What follows belongs to an exercise in optimizing a design on an open flow for small area, a short achievable clock period and few clock cycles; a production flow would make more cautious choices.
In this exercise RTL edits were held to simulation tests only and were not proved equivalent to the original.

==> inputs of job 7577 <==
## lpt
module lpt #(
    parameter integer CPU_CLOCK_HZ = 16000000
) (
    input  wire        clk,
    input  wire        rst,        
    input  wire        req,
    input  wire        we,
    input  wire [7:0]  addr,
    input  wire [1:0]  size,       
    input  wire [31:0] wdata,
    output wire        ready,
    output reg  [31:0] rdata,
    output wire [19:0] line
);
    localparam integer NLINES = 20;
    localparam [3:0] F_ILLEGAL = 4'h1, F_ACCESS = 4'h2, F_COUNT  = 4'h5,
                     F_PIN     = 4'h6, F_NOTCFG = 4'h7, F_NOCH   = 4'h8;
    localparam integer CMP2_Q  = CPU_CLOCK_HZ / (57600 * 2);
    localparam integer CMP1_Q  = CPU_CLOCK_HZ / (1800 * 2);
    localparam integer CMP2_C  = CMP2_Q - 1;
    localparam integer CMP1_C  = CMP1_Q - 1;
    localparam [7:0]   CMP2_V  = CMP2_C[7:0];
    localparam [15:0]  CMP1_V  = CMP1_C[15:0];
    localparam [12:0]  TCOUNT_V   = 13'd5760;    
    localparam [5:0]   GATE_CYCLE = 6'd32;
    localparam [31:0]  PLAYS_MAX  = 32'd596523236;
    reg [31:0] arg0, arg1;
    reg [30:0] res0;            
    reg [2:0]  rsel;            
    reg        rwide;           
    reg [3:0]  fault;
    reg [1:0]  active_ch;
    reg        cfg1, ie1, ocr1_on;
    reg [4:0]  pin1;
    reg [12:0] tcnt1;
    reg [31:0] budget1;
    reg        cfg2, ie2, ocr2_on;
    reg [4:0]  pin2;
    reg [7:0]  tcnt2;
    reg [12:0] budget2;
    reg [5:0]  gate;
    reg        sig_on;
    reg [NLINES-1:0] level;    
    assign line = level;
    wire [15:0] ocr1 = ocr1_on ? CMP1_V : 16'd0;
    wire [7:0]  ocr2 = ocr2_on ? CMP2_V : 8'd0;
    reg [15:0] rp;
    always @* begin
        case (rsel)
            3'd1: rp = 16'd1;
            3'd2: rp = 16'd8;
            3'd3: rp = rwide ? 16'd64   : 16'd32;
            3'd4: rp = rwide ? 16'd256  : 16'd64;
            3'd5: rp = rwide ? 16'd1024 : 16'd128;
            3'd6: rp = 16'd256;
            3'd7: rp = 16'd1024;
            default: rp = 16'd0;
        endcase
    end
    wire bad_shape = (size != 2'b10) || (addr[1:0] != 2'b00) || (addr >= 8'h3C);
    wire wr_ok_reg = (addr == 8'h00) || (addr == 8'h04) || (addr == 8'h08);
    wire bad_acc   = bad_shape || (we && !wr_ok_reg);
    wire [31:0] cmd = wdata;
    wire is_calcp  = ((cmd & 32'hFFFFFFEF) == 32'h1);
    wire is_calct  = (cmd == 32'h2);
    wire is_cfgc   = ((cmd & 32'hFFFF00FF) == 32'h3);
  ...
make LEC_CHECK=0 CAP_MARGIN=20 CORE_MARGIN=2 CORE_UTILIZATION=50 PLACE_DENSITY=0.65 SETUP_SLACK_MARGIN=2.5 SLEW_MARGIN=20 finish   # period 10.0 ns
run.sh (not shown) runs the stock make flow with config.mk's settings and CLKGATE_MAP_FILE= SYNTH_SCRIPT=/design/flow/synth_recipe.tcl, a recipe that flattens the netlist after the stock synthesis.
==> job 8459 (differences from job 7577) <==
Settings changed: SETUP_SLACK_MARGIN 2.5 to 4.
==> summary.txt <==
Worst hold path
  – End of the worst hold path: u_calc.lz0[0]

Critical path
  – R2r setup slk: ~3.7 ns
  – CP endpoint kind: flip-flop

Route
  – Met2 WL: ~77000 um
  – WL met3: ~18000 um

STA
  – Worst slew pin tran: 1.23 ns

Final layout
  – Layout Nets: 6043

GRT
  – Antenna violations before repair: 9
  – Vias in the first global route: about 42000
  – M3 GR Usage: about 7%

Status
  – Status: finished clean
# the run above: job 8459

==> summary.txt <==
GRT
  – Vias in the first global route: 40445
  – M3 GR Usage: 6.55%
  – Met1 GRT Util: 50.2%
  – Antenna violations before repair: 7

Route
  – Via-to-Cell Ratio: between 6 and 7
  – Wirelength, routed: approximately 170000 um
  – WL met3: approximately 17000 um

Final layout
  – Sequential cell area share: between 10% and 20%
  – Nonclk buf count: a little over 200

Critical path
  – R2r setup slk: about 3.0 ns
  – CP endpoint kind: primary output

Worst hold path
  – Worst hold path type: flip-flop to flip-flop
  – End of the worst hold path: u_calc.ex

Status
  – Status: finished clean
# the run above: job 7577

Testbench counts of job 7577, summed over its fixed seeds: cycles 4,217.
Testbench counts of job 8459, summed over its fixed seeds: cycles 4,217.

## static timing again, ports no longer ideal
In the flow no input, the clock included, has a driving cell. The finished layouts below were timed again as built, in two steps. Step 1 assumes that a clkbuf_16 drives the clock port and a buf_2 every other input. Step 2 times the ports against the registers' clock, not the clock port: input delays grow and output delays shrink by t, the midpoint of the rising clock arrivals with the driver on. Slacks: ideal ports / drivers / drivers and shift; pairs: ideal ports / drivers.
| run | shift t [ns] | setup WS [ns] | latest minus earliest clock arrival (ns) | pins driven straight from the clock port |
|---|---|---|---|---|
| job 7577 | 0.685 | 2.766 / 2.735 / 2.109 | 0.056 / 0.056 | 1 |
| job 8459 | 0.691 | 3.659 / 3.659 / 3.054 | 0.025 / 0.024 | 1 |
After both steps setup and hold are still met in every run listed. For job 7577, which loses most, drivers alone change the setup slack by -0.031 ns; drivers and shift together by -0.657 ns.
